From an optimization exercise on the open Yosys and OpenROAD flow, aimed at small area; shortcuts taken in it are not production practice. Where RTL was checked, it was by simulation tests only, not by an equivalence proof against the original.

==> trial 38 <==
==> flow/design.v <==
module pdm_frame_encoder (
    input  wire         clk,
    input  wire         rst,
    input  wire [1:0]   enc_cmd,
    input  wire [447:0] enc_din,
    output reg          enc_ack,
    output reg          tx_valid,
    output reg  [7:0]   tx_data,
    output reg          enc_busy,
    output reg  [5:0]   enc_idx,
    output reg          enc_range_warn
);
    localparam [1:0] CMD_LOAD = 2'd1;
    localparam [1:0] CMD_EMIT = 2'd2;
    localparam [7:0] HEADER   = 8'hAA;
    reg [415:0] enc_set;
    reg [7:0]   enc_xor;
    wire [7:0] fbyte [0:63];
    assign fbyte[0] = HEADER;
    genvar c;
    generate
        for (c = 0; c < 8; c = c + 1) begin : g_rec
            assign fbyte[1 + 7*c + 0] = enc_set[52*c +  7 : 52*c +  0];
            assign fbyte[1 + 7*c + 1] = enc_set[52*c + 15 : 52*c +  8];
            assign fbyte[1 + 7*c + 2] = enc_set[52*c + 23 : 52*c + 16];
            assign fbyte[1 + 7*c + 3] = enc_set[52*c + 31 : 52*c + 24];
            assign fbyte[1 + 7*c + 4] = enc_set[52*c + 39 : 52*c + 32];
            assign fbyte[1 + 7*c + 5] = enc_set[52*c + 47 : 52*c + 40];
            assign fbyte[1 + 7*c + 6] = {4'h0, enc_set[52*c + 51 : 52*c + 48]};
        end
    endgenerate
    assign fbyte[57] = enc_xor;
    assign fbyte[58] = 8'h00;
    assign fbyte[59] = 8'h00;
    assign fbyte[60] = 8'h00;
    assign fbyte[61] = 8'h00;
    assign fbyte[62] = 8'h00;
    assign fbyte[63] = 8'h00;
    reg din_valid;
    integer i;
    always @(*) begin
        din_valid = 1'b1;
        for (i = 0; i < 8; i = i + 1) begin
            if (enc_din[56*i +: 16] > 16'd16000)
                din_valid = 1'b0;
            if (enc_din[56*i + 16 +: 16] > 16'd50000)
                din_valid = 1'b0;
            if ($signed(enc_din[56*i + 32 +: 16]) < -16'sd400)
                din_valid = 1'b0;
            if ($signed(enc_din[56*i + 32 +: 16]) > 16'sd1250)
                din_valid = 1'b0;
            if (enc_din[56*i + 52 +: 4] != 4'h0)
                din_valid = 1'b0;
        end
    end
    reg [415:0] din_packed;
    integer k;
    always @(*)
        for (k = 0; k < 8; k = k + 1)
            din_packed[52*k +: 52] = enc_din[56*k +: 52];
    wire       load = (enc_cmd == CMD_LOAD) && !enc_busy;
    wire       emit = (enc_cmd == CMD_EMIT) && enc_busy;
    reg [7:0] cur_byte;
    integer b;
    always @(*) begin
        cur_byte = 8'h00;
        for (b = 0; b < 58; b = b + 1)
            cur_byte = cur_byte | (fbyte[b] & {8{enc_idx == b}});
    end
    wire       last = (enc_idx == 6'd57);
    always @(posedge clk) begin
        if (!enc_busy)
            enc_set <= din_packed;
        if (!enc_busy)
            enc_xor <= 8'h00;
        else if (emit)
            enc_xor <= enc_xor ^ cur_byte;
    end
    always @(posedge clk) begin
        if (rst) begin
            enc_busy       <= 1'b0;
            enc_idx        <= 6'd0;
            enc_range_warn <= 1'b0;
            enc_ack        <= 1'b0;
            tx_valid       <= 1'b0;
            tx_data        <= 8'h00;
        end else begin
            enc_ack  <= load;
            tx_valid <= emit;
            tx_data  <= emit ? cur_byte : 8'h00;
            if (load) begin
                enc_busy       <= 1'b1;
                enc_range_warn <= ~din_valid;
            end else if (emit) begin
                if (last) begin
                    enc_busy <= 1'b0;
                    enc_idx  <= 6'd0;
                end else begin
                    enc_idx  <= enc_idx + 6'd1;
                end
            end
        end
    end
endmodule
module pdm_frame_decoder #(
    parameter [31:0] LINK_TIMEOUT_MS = 32'd300
) (
    input  wire         clk,
    input  wire         rst,
    input  wire [1:0]   rx_cmd,
    input  wire [7:0]   rx_data,
    input  wire [31:0]  rx_dt_ms,
    output reg  [1:0]   rx_result,
    output reg  [447:0] snap_out,
    output wire         snap_valid,
    output reg          link_status,
    output wire [31:0]  snap_time_ms,
    output reg  [18:0]  total_current_ma,
    output reg  [15:0]  system_voltage_mv
);
    localparam [1:0] CMD_BYTE = 2'd1;
    localparam [1:0] CMD_TIME = 2'd2;
    localparam [1:0] RES_ACCEPTED  = 2'd0;
    localparam [1:0] RES_BADHEADER = 2'd1;
    localparam [1:0] RES_PENDING   = 2'd2;
    localparam [1:0] RES_CHECKSUM  = 2'd3;
    localparam [7:0] HEADER = 8'hAA;
    reg [455:0] win_n;         
    reg [5:0]   rx_cnt;
    reg [7:0]   win_xor;
    reg [415:0] snap_n;        
    reg         snap_none;     
    reg [31:0]  snap_time;
    reg [8:0]   silence_ms;    
    reg [31:0]  rx_clock_ms;
    wire [7:0] head    = ~win_n[7:0];
    wire is_byte = (rx_cmd == CMD_BYTE);
    wire is_time = (rx_cmd == CMD_TIME);
    wire full    = (rx_cnt == 6'd57);
    wire hdr_ok  = (head == HEADER);
    wire ck_ok   = (win_xor == rx_data);
    wire accept  = is_byte && full && hdr_ok && ck_ok;
    reg [415:0] parsed_n;
    integer c;
    always @(*)
        for (c = 0; c < 8; c = c + 1)
            parsed_n[52*c +: 52] = win_n[8 + 56*c +: 52];
    wire [9:0] silence_sum = {1'b0, silence_ms} + {1'b0, rx_dt_ms[8:0]};
    wire       timeout     = (|rx_dt_ms[31:9]) || (silence_sum > LINK_TIMEOUT_MS);
    always @(posedge clk) begin
        if (is_byte)
            win_n <= {~rx_data, win_n[455:8]};
        if (accept)
            snap_n <= parsed_n;
        if (accept)
            snap_time <= rx_clock_ms;
        if (accept)
            silence_ms <= 9'd0;
        else if (is_time)
            silence_ms <= silence_sum[8:0];
    end
    always @(posedge clk) begin
        if (rst) begin
            rx_cnt      <= 6'd0;
            win_xor     <= 8'h00;
            snap_none   <= 1'b1;
            link_status <= 1'b0;
            rx_clock_ms <= 32'd0;
            rx_result   <= RES_PENDING;
        end else begin
            rx_result <= RES_PENDING;
            if (is_byte) begin
                if (!full) begin
                    rx_cnt  <= rx_cnt + 6'd1;
                    win_xor <= win_xor ^ rx_data;
                end else if (accept) begin
                    snap_none   <= 1'b0;
                    link_status <= 1'b1;
                    rx_cnt      <= 6'd0;
                    win_xor     <= 8'h00;
                    rx_result   <= RES_ACCEPTED;
                end else begin
                    win_xor   <= win_xor ^ head ^ rx_data;
                    rx_result <= hdr_ok ? RES_CHECKSUM : RES_BADHEADER;
                end
            end
            if (is_time) begin
                rx_clock_ms <= rx_clock_ms + rx_dt_ms;
                if (timeout)
                    link_status <= 1'b0;
            end
        end
    end
    assign snap_valid   = ~snap_none;
    assign snap_time_ms = snap_none ? 32'd0 : snap_time;
    integer n;
    always @(*) begin
        snap_out = 448'd0;
        for (n = 0; n < 8; n = n + 1)
            snap_out[56*n +: 52] = ~(snap_n[52*n +: 52] | {52{snap_none}});
    end
    reg [7:0] cand, hit;
    integer i;
    always @(*) begin
        cand = 8'hFF;
        for (i = 15; i >= 0; i = i - 1) begin
            for (n = 0; n < 8; n = n + 1)
                hit[n] = cand[n] & snap_out[56*n + i];
            system_voltage_mv[i] = |hit;
            if (|hit)
                cand = hit;
        end
    end
    function automatic [37:0] csa(input [18:0] a, input [18:0] b, input [18:0] c);
        begin
            csa[18:0]  = a ^ b ^ c;
            csa[37:19] = {(a[17:0] & b[17:0]) | (a[17:0] & c[17:0]) | (b[17:0] & c[17:0]), 1'b0};
        end
    endfunction
    wire [18:0] cur0 = {3'b000, snap_out[56*0 + 16 +: 16]};
    wire [18:0] cur1 = {3'b000, snap_out[56*1 + 16 +: 16]};
    wire [18:0] cur2 = {3'b000, snap_out[56*2 + 16 +: 16]};
    wire [18:0] cur3 = {3'b000, snap_out[56*3 + 16 +: 16]};
    wire [18:0] cur4 = {3'b000, snap_out[56*4 + 16 +: 16]};
    wire [18:0] cur5 = {3'b000, snap_out[56*5 + 16 +: 16]};
    wire [18:0] cur6 = {3'b000, snap_out[56*6 + 16 +: 16]};
    wire [18:0] cur7 = {3'b000, snap_out[56*7 + 16 +: 16]};
    wire [37:0] l1a = csa(cur0, cur1, cur2);
    wire [37:0] l1b = csa(cur3, cur4, cur5);
    wire [37:0] l2a = csa(l1a[18:0], l1a[37:19], l1b[18:0]);
    wire [37:0] l2b = csa(l1b[37:19], cur6, cur7);
    wire [37:0] l3  = csa(l2a[18:0], l2a[37:19], l2b[18:0]);
    wire [37:0] l4  = csa(l3[18:0], l3[37:19], l2b[37:19]);
    always @(*)
        total_current_ma = l4[18:0] + l4[37:19];
endmodule
module pdm_codec (
    input  wire         clk,
    input  wire         rst,
    input  wire [1:0]   enc_cmd,
    input  wire [447:0] enc_din,
    output wire         enc_ack,
    output wire         tx_valid,
    output wire [7:0]   tx_data,
    output wire         enc_busy,
    output wire [5:0]   enc_idx,
    output wire         enc_range_warn,
    input  wire [1:0]   rx_cmd,
    input  wire [7:0]   rx_data,
    input  wire [31:0]  rx_dt_ms,
    output wire [1:0]   rx_result,
    output wire [447:0] snap_out,
    output wire         snap_valid,
    output wire         link_status,
    output wire [31:0]  snap_time_ms,
    output wire [18:0]  total_current_ma,
    output wire [15:0]  system_voltage_mv
);
    pdm_frame_encoder u_enc (
        .clk            (clk),
        .rst            (rst),
        .enc_cmd        (enc_cmd),
        .enc_din        (enc_din),
        .enc_ack        (enc_ack),
        .tx_valid       (tx_valid),
        .tx_data        (tx_data),
        .enc_busy       (enc_busy),
        .enc_idx        (enc_idx),
        .enc_range_warn (enc_range_warn)
    );
    pdm_frame_decoder #(
        .LINK_TIMEOUT_MS (32'd300)
    ) u_dec (
        .clk               (clk),
        .rst               (rst),
        .rx_cmd            (rx_cmd),
        .rx_data           (rx_data),
        .rx_dt_ms          (rx_dt_ms),
        .rx_result         (rx_result),
        .snap_out          (snap_out),
        .snap_valid        (snap_valid),
        .link_status       (link_status),
        .snap_time_ms      (snap_time_ms),
        .total_current_ma  (total_current_ma),
        .system_voltage_mv (system_voltage_mv)
    );
endmodule
==> flow/flow/run.sh <==
#!/bin/bash
export BUFFER_PORTS_ARGS="-buffer_cell sky130_fd_sc_hd__buf_1"
export CTS_ARGS="-sink_clustering_enable -repair_clock_nets -dont_use_dummy_load"
bash standard.sh > standard.log 2>&1
==> flow/standard.sh <==
#!/bin/bash
# synth_recipe.tcl (not shown) runs the flow's synth.tcl, then flattens the netlist and writes it again
# the make line also repeats each setting of config.mk as NAME=value (left out here)
make -C /OpenROAD-flow-scripts/flow DESIGN_CONFIG=/design/flow/config.mk WORK_HOME=/design/flow/orfs CLKGATE_MAP_FILE= SYNTH_SCRIPT=/design/flow/synth_recipe.tcl "${@:-finish}"
==> flow/config.mk <==
export PLATFORM = sky130hd
export DESIGN_NAME = pdm_codec
export DESIGN_NICKNAME = pdm_codec
export VERILOG_FILES = /design/flow/design.v
export SDC_FILE = /design/flow/constraint.sdc
export NUM_CORES = 4
export LEC_CHECK = 0
export CAP_MARGIN = 20
export CORE_MARGIN = 2
export CORE_UTILIZATION = 60
export SLEW_MARGIN = 20
==> flow/constraint.sdc <==
create_clock -name core_clock -period 15.0 [get_ports {clk}]
set_input_delay 3.0000 -clock core_clock [delete_from_list [all_inputs] [get_ports {clk}]]
set_output_delay 3.0000 -clock core_clock [all_outputs]
set_load 0.01 [all_outputs]
==> build 3 (differences from trial 38) <==
--- a/flow/design.v
+++ b/flow/design.v
@@ -31,3 +31,3 @@
     endgenerate
-    assign fbyte[57] = enc_xor;
+    assign fbyte[57] = enc_xor ^ tx_data;
     assign fbyte[58] = 8'h00;
@@ -75,4 +75,4 @@
             enc_xor <= 8'h00;
-        else if (emit)
-            enc_xor <= enc_xor ^ cur_byte;
+        else
+            enc_xor <= enc_xor ^ tx_data;
     end
@@ -201,3 +201,4 @@
     end
-    reg [7:0] cand, hit;
+    reg [7:0]  cand, hit;
+    reg [15:0] win_vmax;
     integer i;
@@ -207,4 +208,4 @@
             for (n = 0; n < 8; n = n + 1)
-                hit[n] = cand[n] & snap_out[56*n + i];
-            system_voltage_mv[i] = |hit;
+                hit[n] = cand[n] & ~parsed_n[52*n + i];
+            win_vmax[i] = |hit;
             if (|hit)
@@ -213,2 +214,8 @@
     end
+    reg [15:0] vmax_n;         
+    always @(posedge clk)
+        if (accept)
+            vmax_n <= ~win_vmax;
+    always @(*)
+        system_voltage_mv = ~(vmax_n | {16{snap_none}});
     function automatic [37:0] csa(input [18:0] a, input [18:0] b, input [18:0] c);
@@ -219,10 +226,10 @@
     endfunction
-    wire [18:0] cur0 = {3'b000, snap_out[56*0 + 16 +: 16]};
-    wire [18:0] cur1 = {3'b000, snap_out[56*1 + 16 +: 16]};
-    wire [18:0] cur2 = {3'b000, snap_out[56*2 + 16 +: 16]};
-    wire [18:0] cur3 = {3'b000, snap_out[56*3 + 16 +: 16]};
-    wire [18:0] cur4 = {3'b000, snap_out[56*4 + 16 +: 16]};
-    wire [18:0] cur5 = {3'b000, snap_out[56*5 + 16 +: 16]};
-    wire [18:0] cur6 = {3'b000, snap_out[56*6 + 16 +: 16]};
-    wire [18:0] cur7 = {3'b000, snap_out[56*7 + 16 +: 16]};
+    wire [18:0] cur0 = {3'b000, ~snap_n[52*0 + 16 +: 16]};
+    wire [18:0] cur1 = {3'b000, ~snap_n[52*1 + 16 +: 16]};
+    wire [18:0] cur2 = {3'b000, ~snap_n[52*2 + 16 +: 16]};
+    wire [18:0] cur3 = {3'b000, ~snap_n[52*3 + 16 +: 16]};
+    wire [18:0] cur4 = {3'b000, ~snap_n[52*4 + 16 +: 16]};
+    wire [18:0] cur5 = {3'b000, ~snap_n[52*5 + 16 +: 16]};
+    wire [18:0] cur6 = {3'b000, ~snap_n[52*6 + 16 +: 16]};
+    wire [18:0] cur7 = {3'b000, ~snap_n[52*7 + 16 +: 16]};
     wire [37:0] l1a = csa(cur0, cur1, cur2);
@@ -233,4 +240,5 @@
     wire [37:0] l4  = csa(l3[18:0], l3[37:19], l2b[37:19]);
-    always @(*)
-        total_current_ma = l4[18:0] + l4[37:19];
+    wire [18:0] cur_sum = l4[18:0] + l4[37:19];
+    always @(*)
+        total_current_ma = snap_none ? 19'd0 : cur_sum;
 endmodule
==> flow/flow/run.sh (replaced) <==
#!/bin/bash
export BUFFER_PORTS_ARGS="-buffer_cell sky130_fd_sc_hd__buf_1"
export CTS_ARGS="-sink_clustering_enable -repair_clock_nets -dont_use_dummy_load -sink_clustering_size 16 -sink_clustering_max_diameter 50 -buf_list sky130_fd_sc_hd__clkbuf_8"
bash standard.sh > standard.log 2>&1
--- a/flow/config.mk
+++ b/flow/config.mk
@@ -7,5 +7,6 @@
 export LEC_CHECK = 0
-export CAP_MARGIN = 20
+export CAP_MARGIN = 0
+export CORE_ASPECT_RATIO = 3
 export CORE_MARGIN = 2
-export CORE_UTILIZATION = 60
-export SLEW_MARGIN = 20
+export CORE_UTILIZATION = 80
+export SLEW_MARGIN = 0
==> comparison table <==
item	build 3	trial 38
Fraction of post-synthesis cell area in the top cell type by area	71.3%	70.2%
Number of synthesized register bits	1,421	1,405
Netlist area before placement	56,300 um2	56,400 um2
Xor/xnor share of the synthesized area	1.34%	1.30%
Cells after synthesis	3,665	3,752
Status	stopped before the end	finished with violations
Failing step	3_2_place_iop	-
Layout check failures	-	negative setup slack
Post-synth top area cell	edfxtp_1	edfxtp_1
Vertical extent of the die	463 um	311 um
Standard-cell row count	168	112
EDFF count, synth	1,336	1,320
Seq/Total Area, Yosys	74.3%	73.2%
Mapped Avg Cell Area	15.4 um2	15.0 um2
Number of distinct standard cells referenced by the synthesized netlist	88	103
Simple-gate share of the synthesized area	8.35%	9.14%
Portion of netlist area occupied by mux cells	0.0578%	0.0199%
Adder-Cell Fraction of Synth Area	4.89%	4.88%
Fraction of the mapped netlist area in compound gates	8.46%	8.49%
Initial standard-cell utilization of the core	80.7%	60.5%
Horizontal extent of the die	157 um	311 um
Only the layout flow was run in trial 38; the RTL was not checked for function there.

separate check: timing with driven ports:
Ports are ideal in the flow. The routed layout listed here was re-timed in OpenROAD.
Step 1 assumes that a clkbuf_16 drives the clock port and a buf_2 every other input.
Step 2 times the ports against the registers' clock, not the clock port: input delays grow and output delays shrink by t, the midpoint of the rising clock arrivals with the driver on.
Slacks: no drivers / after step 1 / after step 2; pairs: no drivers / after step 1.
run: trial 38
shift t [ns]: 0.803
setup slack, ns: -0.106 / -0.182 / 0.621
slew at the worst register clock pin (ns): 0.09 / 0.09
The setup slack of trial 38 moves by -0.076 ns with the drivers and by +0.727 ns with both steps.
